This is an optimization exercise on Yosys and OpenROAD, whose aim is small area, a short achievable clock period and few clock cycles, not a production implementation.
RTL that was checked went through simulation tests only; none was proved equivalent to the original.

==> flow/design.v <==
module frame_reader (
    input  wire       clk,
    input  wire       rst,
    input  wire       in_valid,
    output wire       in_ready,
    input  wire [7:0] in_data,
    output wire       out_valid,
    input  wire       out_ready,
    output wire [7:0] out_data,
    output wire       out_last,
    output wire       out_discard
);
    localparam [7:0] MAGIC0      = 8'h55;
    localparam [7:0] MAGIC1      = 8'hAA;
    localparam [7:0] MAX_PAYLOAD = 8'd57;
    localparam [2:0] S_IDLE = 3'd0,    
                     S_M1   = 3'd1,    
                     S_ID   = 3'd2,    
                     S_LS   = 3'd3,    
                     S_LEN  = 3'd4,    
                     S_BODY = 3'd5;    
    reg        in_rdy_r;
    reg        bv;                     
    reg  [7:0] b;
    assign in_ready = in_rdy_r;
    always @(posedge clk) begin
        b  <= in_data;
        bv <= in_valid && in_rdy_r && !rst;
    end
    reg  [7:0] ring [0:63];
    reg  [6:0] wptr;                   
    reg  [6:0] rptr;                   
    reg  [2:0] st;
    reg  [5:0] rem;                    
    reg [15:0] crc;                    
    reg        dec_v;                  
    reg        dec_bad;                
    wire store = bv && (st == S_ID || st == S_LS || st == S_LEN || st == S_BODY);
    reg [15:0] crc_next;
    integer    i;
    always @* begin
        crc_next = ((st == S_LEN) ? 16'h0000 : crc) ^ {8'h00, b};
        for (i = 0; i < 8; i = i + 1) begin
            if (crc_next[0])
                crc_next = (crc_next >> 1) ^ 16'h8408;
            else
                crc_next = crc_next >> 1;
        end
    end
    always @(posedge clk) begin
        if (store)
            ring[wptr[5:0]] <= b;
    end
    reg  [6:0] q_ent [0:3];
    reg  [2:0] q_wp, q_rp;             
    wire       push      = dec_v;
    wire       push_disc = dec_bad || (crc != 16'h0000);
    wire [5:0] push_last = push_disc ? (wptr[5:0] - 6'd1) : (wptr[5:0] - 6'd3);
    always @(posedge clk) begin
        if (rst) begin
            st    <= S_IDLE;
            wptr  <= 7'd0;
            dec_v <= 1'b0;
        end else begin
            dec_v <= 1'b0;
            if (push && !push_disc)
                wptr <= wptr - 7'd2;           
            else if (store)
                wptr <= wptr + 7'd1;
            if (bv) begin
                case (st)
                    S_IDLE: if (b == MAGIC0) st <= S_M1;
                    S_M1:   if (b == MAGIC1) st <= S_ID;
                            else if (b != MAGIC0) st <= S_IDLE;
                    S_ID:   st <= S_LS;
                    S_LS:   st <= S_LEN;
                    S_LEN: begin
                        rem <= b[5:0];
                        crc <= crc_next;
                        if (b > MAX_PAYLOAD) begin
                            st      <= S_IDLE;
                            dec_v   <= 1'b1;
                            dec_bad <= 1'b1;
                        end else begin
                            st <= S_BODY;
                        end
                    end
                    S_BODY: begin
                        rem <= rem - 6'd1;
                        crc <= crc_next;
                        if (rem == 6'h3F) begin
                            st      <= S_IDLE;
                            dec_v   <= 1'b1;
                            dec_bad <= 1'b0;
                        end
                    end
                    default: st <= S_IDLE;
                endcase
            end
        end
    end
    always @(posedge clk) begin
        if (push)
            q_ent[q_wp[1:0]] <= {push_disc, push_last};
        if (rst)
            q_wp <= 3'd0;
        else if (push)
            q_wp <= q_wp + 3'd1;
    end
    reg        ov;
    reg  [7:0] od;
    reg        ol;
    reg        odisc;
    reg        cur_v;
    reg        cur_disc;
    reg  [5:0] cur_last;
    reg  [1:0] pre;                    
    reg  [7:0] rsel_hi;
    reg  [7:0] rsel_lo;
    assign out_valid   = ov;
    assign out_data    = od;
    assign out_last    = ol;
    assign out_discard = odisc;
    wire       have   = (q_wp != q_rp);
    wire [6:0] head   = q_ent[q_rp[1:0]];
    wire       in_pre = cur_disc && !pre[1];
    wire       b_last = !in_pre && (rptr[5:0] == cur_last);
    wire       adv    = !ov || out_ready;
    wire       load   = !cur_v || b_last;    
    reg  [7:0] rdata;
    reg  [7:0] grp;
    integer    g, k;
    always @* begin
        rdata = 8'h00;
        for (g = 0; g < 8; g = g + 1) begin
            grp = 8'h00;
            for (k = 0; k < 8; k = k + 1)
                grp = grp | (ring[8 * g + k] & {8{rsel_lo[k]}});
            rdata = rdata | (grp & {8{rsel_hi[g]}});
        end
    end
    always @(posedge clk) begin
        if (adv) begin
            od    <= in_pre ? (pre[0] ? MAGIC1 : MAGIC0) : rdata;
            ol    <= b_last;
            odisc <= cur_disc;
            if (load) begin
                cur_disc <= head[6];
                cur_last <= head[5:0];
            end
        end
        if (rst) begin
            ov      <= 1'b0;
            cur_v   <= 1'b0;
            pre     <= 2'd0;
            rptr    <= 7'd0;
            rsel_hi <= 8'h01;
            rsel_lo <= 8'h01;
            q_rp    <= 3'd0;
        end else if (adv) begin
            ov <= cur_v;
            if (load) begin
                cur_v <= have;
                if (have)
                    q_rp <= q_rp + 3'd1;
            end
            if (cur_v) begin
                if (in_pre) begin
                    pre <= pre + 2'd1;
                end else begin
                    rptr    <= rptr + 7'd1;
                    rsel_lo <= {rsel_lo[6:0], rsel_lo[7]};
                    if (rsel_lo[7])
                        rsel_hi <= {rsel_hi[6:0], rsel_hi[7]};
                end
                if (b_last)
                    pre <= 2'd0;
            end
        end
    end
    wire [6:0] occ  = wptr - rptr;
    wire [2:0] qcnt = q_wp - q_rp;
    always @(posedge clk) begin
        if (rst)
            in_rdy_r <= 1'b1;
        else
            in_rdy_r <= (occ <= 7'd61) && (qcnt <= 3'd3);
    end
endmodule
clock: 6.0 ns
lec_check: 0
cap_margin: 20
core_margin: 2
core_utilization: 40
place_density: 0.6
setup_slack_margin: 3.8
slew_margin: 20
tns_end_percent: 100
run.sh (not shown) runs the stock make flow with config.mk's settings and CLKGATE_MAP_FILE= SYNTH_SCRIPT=/design/flow/synth_recipe.tcl, a recipe that flattens the netlist after the stock synthesis.
Testbench counts at the start, summed over its fixed seeds: cycles 32,841.
Change:
--- a/flow/design.v
+++ b/flow/design.v
@@ -33,10 +33,12 @@
     reg  [2:0] st;
     reg  [5:0] rem;                    
     reg [15:0] crc;                    
     reg        dec_v;                  
     reg        dec_bad;                
+    reg  [5:0] dec_ld;                 
+    reg  [5:0] dec_la;                 
     wire store = bv && (st == S_ID || st == S_LS || st == S_LEN || st == S_BODY);
     reg [15:0] crc_next;
     integer    i;
     always @* begin
         crc_next = ((st == S_LEN) ? 16'h0000 : crc) ^ {8'h00, b};
@@ -53,18 +55,18 @@
     end
     reg  [6:0] q_ent [0:3];
     reg  [2:0] q_wp, q_rp;             
     wire       push      = dec_v;
     wire       push_disc = dec_bad || (crc != 16'h0000);
-    wire [5:0] push_last = push_disc ? (wptr[5:0] - 6'd1) : (wptr[5:0] - 6'd3);
+    wire [5:0] push_last = push_disc ? dec_ld : dec_la;
     always @(posedge clk) begin
         if (rst) begin
             st    <= S_IDLE;
             wptr  <= 7'd0;
             dec_v <= 1'b0;
         end else begin
-            dec_v <= 1'b0;
+            dec_v  <= 1'b0;
             if (push && !push_disc)
                 wptr <= wptr - 7'd2;           
             else if (store)
                 wptr <= wptr + 7'd1;
             if (bv) begin
@@ -98,10 +100,12 @@
                 endcase
             end
         end
     end
     always @(posedge clk) begin
+        dec_ld <= wptr[5:0];
+        dec_la <= wptr[5:0] - 6'd2;
         if (push)
             q_ent[q_wp[1:0]] <= {push_disc, push_last};
         if (rst)
             q_wp <= 3'd0;
         else if (push)
@@ -109,10 +113,13 @@
     end
     reg        ov;
     reg  [7:0] od;
     reg        ol;
     reg        odisc;
+    reg  [7:0] h_od;
+    reg        h_ol;
+    reg        h_odisc;
     reg        cur_v;
     reg        cur_disc;
     reg  [5:0] cur_last;
     reg  [1:0] pre;                    
     reg  [7:0] rsel_hi;
@@ -137,15 +144,19 @@
             for (k = 0; k < 8; k = k + 1)
                 grp = grp | (ring[8 * g + k] & {8{rsel_lo[k]}});
             rdata = rdata | (grp & {8{rsel_hi[g]}});
         end
     end
-    always @(posedge clk) begin
+    wire [7:0] nd = in_pre ? (pre[0] ? MAGIC1 : MAGIC0) : rdata;
+    always @(posedge clk) begin
+        od    <= adv ? nd : ~h_od;
+        ol    <= adv ? b_last : ~h_ol;
+        odisc <= adv ? cur_disc : ~h_odisc;
         if (adv) begin
-            od    <= in_pre ? (pre[0] ? MAGIC1 : MAGIC0) : rdata;
-            ol    <= b_last;
-            odisc <= cur_disc;
+            h_od    <= ~nd;
+            h_ol    <= ~b_last;
+            h_odisc <= ~cur_disc;
             if (load) begin
                 cur_disc <= head[6];
                 cur_last <= head[5:0];
             end
         end
Outcome:
- The changed run finished with timing, DRC and antenna clean
- worst setup slack gets better by 0.12 ns
- final area came out higher by 1.4%
- global-route usage came out higher by 0.71 points
- wire length came out higher by 2.7%
- die area came out higher by 2.4%
Only the layout flow was run in the second run of this note; the RTL was not checked for function there.

re-timing with driven ports:
How much do the figures lean on ideal ports? The routed layouts below were timed once more, with nothing changed but the port constraints. Step 1 assumes that a clkbuf_16 drives the clock port and a buf_2 every other input. Step 2 also shifts input and output timing later by t, the mid clock arrival at the registers, as if the neighbouring blocks saw the same clock. a / b / c = ideal / step 1 / step 2; a / b = the first two.
run | t (ns) | setup WS [ns] | pins driven straight from the clock port
the first run | 0.655 | 3.541 / 3.485 / 3.330 | 1
the second run | 0.653 | 3.661 / 3.660 / 3.315 | 1
After both steps setup and hold are still met in every run listed. The setup slack of the second run, which loses most, moves by -0.001 ns with the drivers and by -0.346 ns with both steps.
